Background: an optimization exercise with open tools, aiming at small area, a short achievable clock period and few clock cycles per item. Do not read the settings as production practice.
Function not checked in this run: the RTL went through the layout flow alone.
Power figures rest on the tool's default switching activity, not on a simulated workload.

File: flow/run.sh
#!/bin/bash
# synth_recipe.tcl (not shown) runs the flow's synth.tcl, then flattens the netlist and writes it again
# the make line also repeats each setting of config.mk as NAME=value (left out here)
make -C /OpenROAD-flow-scripts/flow DESIGN_CONFIG=/design/flow/config.mk WORK_HOME=/design/flow/orfs CLKGATE_MAP_FILE= SYNTH_SCRIPT=/design/flow/synth_recipe.tcl finish
File: flow/config.mk
export PLATFORM = sky130hd
export DESIGN_NAME = tc_uplink_codec
export DESIGN_NICKNAME = tc_uplink_codec
export VERILOG_FILES = /design/flow/design.v
export SDC_FILE = /design/flow/constraint.sdc
export NUM_CORES = 4
export LEC_CHECK = 0
export CAP_MARGIN = 20
export CORE_MARGIN = 2
export CORE_UTILIZATION = 40
export PLACE_DENSITY = 0.6
export SETUP_SLACK_MARGIN = 2.5
export SLEW_MARGIN = 20
File: flow/constraint.sdc
create_clock -name core_clock -period 5.0 [get_ports {clk}]
set_input_delay 1.0000 -clock core_clock [delete_from_list [all_inputs] [get_ports {clk}]]
set_output_delay 1.0000 -clock core_clock [all_outputs]
set_load 0.01 [all_outputs]
File: flow/design.v
module tc_uplink_codec (
    input  wire        clk,
    input  wire        rst_n,
    input  wire        in_valid,
    output wire        in_ready,
    input  wire [7:0]  in_data,
    input  wire        in_last,
    input  wire [1:0]  in_op,
    output reg         out_valid,
    input  wire        out_ready,
    output reg  [7:0]  out_data,
    output reg         out_last,
    output wire [15:0] out_res
);
    localparam [1:0] OP_CRC  = 2'd0;
    localparam [1:0] OP_SCR  = 2'd1;
    localparam [1:0] OP_CLTU = 2'd2;
    localparam [1:0] OP_TC   = 2'd3;
    localparam [2:0] S_IDLE  = 3'd0;
    localparam [2:0] S_SYNC1 = 3'd1;
    localparam [2:0] S_HOLD  = 3'd2;
    localparam [2:0] S_BODY  = 3'd3;
    localparam [2:0] S_PAR   = 3'd4;
    localparam [2:0] S_FILL  = 3'd5;
    localparam [2:0] S_TAIL  = 3'd6;
    localparam [1:0] SRC_DATA  = 2'd0;
    localparam [1:0] SRC_CRCHI = 2'd1;
    localparam [1:0] SRC_CRCLO = 2'd2;
    localparam [1:0] SRC_DONE  = 2'd3;
    function [15:0] crc16_byte;
        input [15:0] c;
        input [7:0]  b;
        integer k;
        reg [15:0] r;
        begin
            r = c ^ {b, 8'h00};
            for (k = 0; k < 8; k = k + 1)
                r = r[15] ? ((r << 1) ^ 16'h1021) : (r << 1);
            crc16_byte = r;
        end
    endfunction
    function [7:0] scr_byte;
        input [7:0] s;
        scr_byte = {s[0], s[1], s[2], s[3], s[4], s[5], s[6], s[7]};
    endfunction
    function [7:0] scr_next;
        input [7:0] s;
        integer k;
        reg [7:0] st;
        begin
            st = s;
            for (k = 0; k < 8; k = k + 1)
                st = {st[2] ^ st[4] ^ st[6] ^ st[7], st[7:1]};
            scr_next = st;
        end
    endfunction
    function [7:0] par_step;
        input [7:0] a;
        input [7:0] b;
        reg [7:0] x;
        begin
            x = a ^ b;
            par_step = {x[6:0], x[7]};
        end
    endfunction
    reg [2:0]  state;
    reg [1:0]  op;
    reg [1:0]  src;
    reg [15:0] res;        
    reg [7:0]  lfsr;
    reg [7:0]  blk_par;    
    reg [2:0]  cnt;        
    assign out_res = res;
    wire idle    = (state == S_IDLE);
    wire [1:0] cur_op = idle ? in_op : op;
    wire op_crc  = (cur_op == OP_CRC) || (cur_op == OP_TC);
    wire op_scr  = (cur_op == OP_SCR) || (cur_op == OP_TC);
    wire op_cltu = cur_op[1];
    wire load = !out_valid || out_ready;
    wire take_src = idle || (state == S_BODY && src == SRC_DATA);
    assign in_ready = take_src && load;
    reg [7:0] pay_byte;
    reg       pay_avail;
    reg [1:0] src_next;
    always @(*) begin
        pay_byte  = in_data;
        pay_avail = in_valid;
        src_next  = in_last ? (op_crc ? SRC_CRCHI : SRC_DONE) : SRC_DATA;
        if (!idle) begin
            case (src)
                SRC_CRCHI: begin
                    pay_byte  = res[15:8];
                    pay_avail = 1'b1;
                    src_next  = SRC_CRCLO;
                end
                SRC_CRCLO: begin
                    pay_byte  = res[7:0];
                    pay_avail = 1'b1;
                    src_next  = SRC_DONE;
                end
                SRC_DONE: begin
                    pay_avail = 1'b0;
                    src_next  = SRC_DONE;
                end
                default: ;
            endcase
        end
    end
    wire pay_final = (src_next == SRC_DONE);
    wire is_data   = idle || (src == SRC_DATA);
    wire [7:0] lfsr_cur   = idle ? 8'hFF : lfsr;
    wire [7:0] coded_byte = op_scr ? (pay_byte ^ scr_byte(lfsr_cur)) : pay_byte;
    wire [7:0] par_base   = idle ? 8'h00 : blk_par;
    wire [7:0] par_coded  = par_step(par_base, coded_byte);
    wire [15:0] crc_base = idle ? 16'hFFFF : res;
    wire [7:0]  scr_base = idle ? 8'h00 : res[7:0];
    wire fire = load && pay_avail && (idle || state == S_BODY);
    always @(posedge clk) begin
        if (!rst_n) begin
            state     <= S_IDLE;
            out_valid <= 1'b0;
        end else begin
            if (out_valid && out_ready)
                out_valid <= 1'b0;
            if (fire) begin
                if (idle)
                    op <= in_op;
                if (is_data) begin
                    case (cur_op)
                        OP_SCR:  res <= {8'h00, par_step(scr_base, in_data)};
                        OP_CLTU: if (idle) res <= 16'd0;
                        default: res <= crc16_byte(crc_base, in_data);
                    endcase
                end
                src     <= src_next;
                lfsr    <= scr_next(lfsr_cur);
                blk_par <= par_coded;
                out_valid <= 1'b1;
                if (op_cltu) begin
                    out_last <= 1'b0;
                    if (idle) begin
                        out_data <= 8'hEB;
                        cnt      <= 3'd1;
                        state    <= S_SYNC1;
                    end else begin
                        out_data <= coded_byte;
                        if (cnt == 3'd6) begin
                            cnt   <= 3'd0;
                            state <= S_PAR;
                        end else begin
                            cnt <= cnt + 3'd1;
                            if (pay_final)
                                state <= S_FILL;
                        end
                    end
                end else begin
                    out_data <= coded_byte;
                    out_last <= pay_final;
                    state    <= pay_final ? S_IDLE : S_BODY;
                end
            end else if (load) begin
                case (state)
                    S_SYNC1: begin
                        out_valid <= 1'b1;
                        out_data  <= 8'h90;
                        state     <= S_HOLD;
                    end
                    S_HOLD: begin
                        out_valid <= 1'b1;
                        out_data  <= {blk_par[0], blk_par[7:1]};
                        state     <= (src == SRC_DONE) ? S_FILL : S_BODY;
                    end
                    S_FILL: begin
                        out_valid <= 1'b1;
                        out_data  <= 8'h55;
                        blk_par   <= par_step(blk_par, 8'h55);
                        if (cnt == 3'd6) begin
                            cnt   <= 3'd0;
                            state <= S_PAR;
                        end else begin
                            cnt <= cnt + 3'd1;
                        end
                    end
                    S_PAR: begin
                        out_valid <= 1'b1;
                        out_data  <= blk_par;
                        blk_par   <= 8'h00;
                        if (op == OP_CLTU)
                            res <= res + 16'd1;
                        state     <= (src == SRC_DONE) ? S_TAIL : S_BODY;
                    end
                    S_TAIL: begin
                        out_valid <= 1'b1;
                        out_data  <= 8'hC5;
                        out_last  <= (cnt == 3'd6);
                        cnt       <= cnt + 3'd1;
                        if (cnt == 3'd6)
                            state <= S_IDLE;
                    end
                    default: ;
                endcase
            end
        end
    end
endmodule
==> impl_metrics.ini <==
[sta]
tns_ns = 0
fmax_mhz = 381
finalCriticalPeriod_ns = 2.63
slew_viol_final = 0
setup_ws_ns = 2.37
hold_viol = 0
setup_violations = 0
tightest_slew_ns = 0.671
rsz0062_at_grt = yes
fin_skew_ns = 0.00733
period_share = 0.525
slew_headroom = 0.549

[place]
pre_cts_ws_ns = 1.14
port_buffers = 41
dp_hpwl_mm = 9.93
routabilityCongestion = 0.907

[synthesis]
synth_enable_flop_cells = 48
ys_top_cells_by_area = edfxtp_1 (32%), xor2_1 (8.8%), xnor2_1 (6.6%), a21oi_1 (4.2%), nand2_1 (4.2%)
yosysWarnings = 1
netlist_area_sq_mm = 0.00450
synth.avg_cell_area_sq_um = 8.56
synth.distinct_cells = 65
synth_top_area_share = 0.320
ys_ff_latch = 52
ys.flop_type = edfxtp_1
synth_nets = 550
yosysSeqAreaShare = 0.338
synth.most_common_cell = nand2_1
netlist_instances = 526
yosysTopAreaCell = edfxtp_1
async_reset_ff_frac = 0
yosys-top-cells-count = nand2_1 (50), edfxtp_1 (48), nor2_1 (48)

[run_status]
status = no timing/DRC/antenna violations

[worst_setup_path]
worstPathMaxFanout = 8
crit_start = in_op[0]
cpPeakStageDelay_ns = 0.48
cp_cell_sequence = buf_12 > or4b_4 > nand2_4 > buf_4 > buf_6 > inv_1 > ha_2 > nor2b_2 > o21ai_2 > a21oi_4 > clkbuf_16
r2r-start = state[2]$_SDFFE_PN0P_
critPathLaunchType = input pin
end_kind = flip-flop
crit_type = input pin to flip-flop
crit_required_ns = 5.05
critPathSlowestCell = or4b_4
arrival_ns = 2.68

[clock_tree]
root_buffer = clkbuf_8
insertion_delay_ns = 0.32
clk_pin_slew_ns = 0.11
cts_max_level = 2
cts_tree = yes
cts_num_sinks = 52
cts_buffer_depth = 2
cts_hold_buf = 0
cts_made_buffers = 5

[layout]
antenna_cells = 0
num-nets-final = 603
fillers = 1049
multi_input_area_sq_mm = 0.00290
drive_above_1_share = 0.195
ff_latch_area_sq_mm = 0.00153
synthToLayoutAreaGrowth_pct = 25.5

[power]
vdd_drop_max_uv = 302
p_leak_nw = 2.05
pwr-share-clk = 0.074
combPwrFrac = 0.698
internal_power_mw = 1.90
p_seq_frac = 0.227
power.switching_mw = 1.79
power.density_mw_per_mm2 = 653
swShare = 0.485

[floorplan]
die_area_sq_mm = 0.0121
num_rows = 38
core-area_sq_mm = 0.0109
die_y_um = 110
ioPinCount = 42
initial_utilization = 0.413
die_x_um = 110

[flow_run]
max_cap_viol_count = 0

[detailed_routing]
via_count = 4302
drcViolationCount = 0
viasPerCell = 5.98
drtPass1Iterations = 5
antenna_left = 0
drt_iter0_markers = 347
wl_mm = 14.4
wl_per_cell_um = 20.1

[grt]
grt_max_degree = 38
grt_use_total = 0.244
grt_pass1_wl_mm = 22.5
first_global_vias = 4059
antenna_found_initial = 0
grt_overflow = 0

[worst_hold_path]
holdCritStartpoint = blk_par[2]$_DFFE_PP_
hp-class = flip-flop to flip-flop
## flip-flops by register name, summed over array words and instances, names as in the netlist
name	flops
res	16
blk_par	8
lfsr	8
out_data	8
cnt	3
state	3
op	2
src	2
out_last	1
out_valid	1
## layout make-up
cell class,instances,area share
clock inverter,3,0.00487
inverter,15,0.0111
tap,140,0.0310
sequential,52,0.271
timing repair buffer,93,0.157
multi-input combinational,412,0.513
clock buffer,5,0.0122
## logic make-up (layout without fill, tap and decap cells)
family | after synthesis | in the layout | synth area share
AOI/OAI and AO/OA | 158 | 158 | 0.239
xor gates and xnor gates | 79 | 79 | 0.154
adders and majority gates | 9 | 9 | 0.0250
buffers and inverters | 62 | 116 | 0.0617
DFF | 52 | 52 | 0.338
muxes | 3 | 3 | 0.00751
and+or+nand+nor | 163 | 163 | 0.175
## placed cells by master (no fill, tap or decap), drive strengths merged, types with 4 or more instances in the layout
cell type	n
nand2b	6
a211o	4
nor2	48
o21ai	38
nor3	7
xnor2	34
nand3	17
inv	15
a22oi	12
clkdlybuf4s50	30
a21oi	38
o311a	4
o211ai	4
a31oi	5
o22ai	13
and3	6
clkbuf	7
o221ai	5
edfxtp	48
nor3b	5
ha	9
dfxtp	4
dlygate4sd2	6
buf	53
a311o	4
a21boi	4
nand2	50
and2	5
xor2	45
## per-stage QoR
step | power [mW] | cell area, sq um | utilization | hold WS (ns) | instances
after floorplan | 2.40 | 4580 | - | 0.591 | 526
after global placement | 2.94 | 4980 | 0.457 | 0.629 | 667
after detailed placement | 2.96 | 4980 | 0.457 | 0.623 | 667
after CTS | 3.48 | 5400 | 0.496 | 0.638 | 697
after global routing | 3.92 | 5650 | 0.519 | 0.654 | 720
final | 3.69 | 5650 | 0.519 | 0.635 | 720
## what timing repair did
| action | CTS | global route |
|---|---|---|
| resized for setup | 62 | 17 |
| pin swaps | 10 | 8 |
| setup buffers | 22 | 22 |
| gates cloned | 0 | 1 |
| setup endpoints to repair | 94 | 37 |
## power groups by stage
stage	combinational [mW]	sequential [mW]	clock (mW)
3_5_place_dp	2.09	0.871	0
6_report	2.58	0.839	0.273
4_1_cts	2.35	0.857	0.280
5_1_grt	2.78	0.852	0.295
2_1_floorplan	1.61	0.787	0
3_3_place_gp	2.07	0.868	0
## routing by layer
layer  global-route usage  vias to the layer above  part of all wire
met1                0.336                     2086              0.43
met4               0.0615                        0             0.019
li1                     -                     2012                 -
met2                0.405                      183              0.49
met5                    0                        -                 0
met3               0.0323                       21             0.064
## final timing paths
kind	slack, ns	to	depth (start not counted)
worst max-delay path	2.37	res[8]$_DFFE_PP_	11
worst min-delay path	0.64	blk_par[3]$_DFFE_PP_	1
worst max register to register	2.45	res[8]$_DFFE_PP_	11
worst min register to register	0.64	blk_par[3]$_DFFE_PP_	1
## worst max-delay path: cells and delay by family
kind / cells / cell delay [ns]
compound gates: 2 / 0.31
fa+ha+maj: 1 / 0.16
buf+inv: 5 / 0.52
simple gates: 3 / 0.69

afterwards: timing with drivers on the ports:
In the flow no input, the clock included, has a driving cell. The finished layout below was timed again as built, in two steps. Step 1 assumes that a clkbuf_16 drives the clock port and a buf_2 every other input. Step 2 moves the port delays by t, midway between the first and last clock arrival at a register: inputs arrive t later, outputs are due t later. That takes back most of the time a late clock gives input paths. a / b / c = ideal / step 1 / step 2; a / b = the first two.
t (ns): 0.355
setup WS [ns]: 2.374 / 2.336 / 1.981
latest minus earliest clock arrival (ns): 0.008 / 0.008
pins driven straight from the clock port: 1
After both steps setup and hold are still met in this run. For this run, drivers alone change the setup slack by -0.038 ns; drivers and shift together by -0.393 ns.
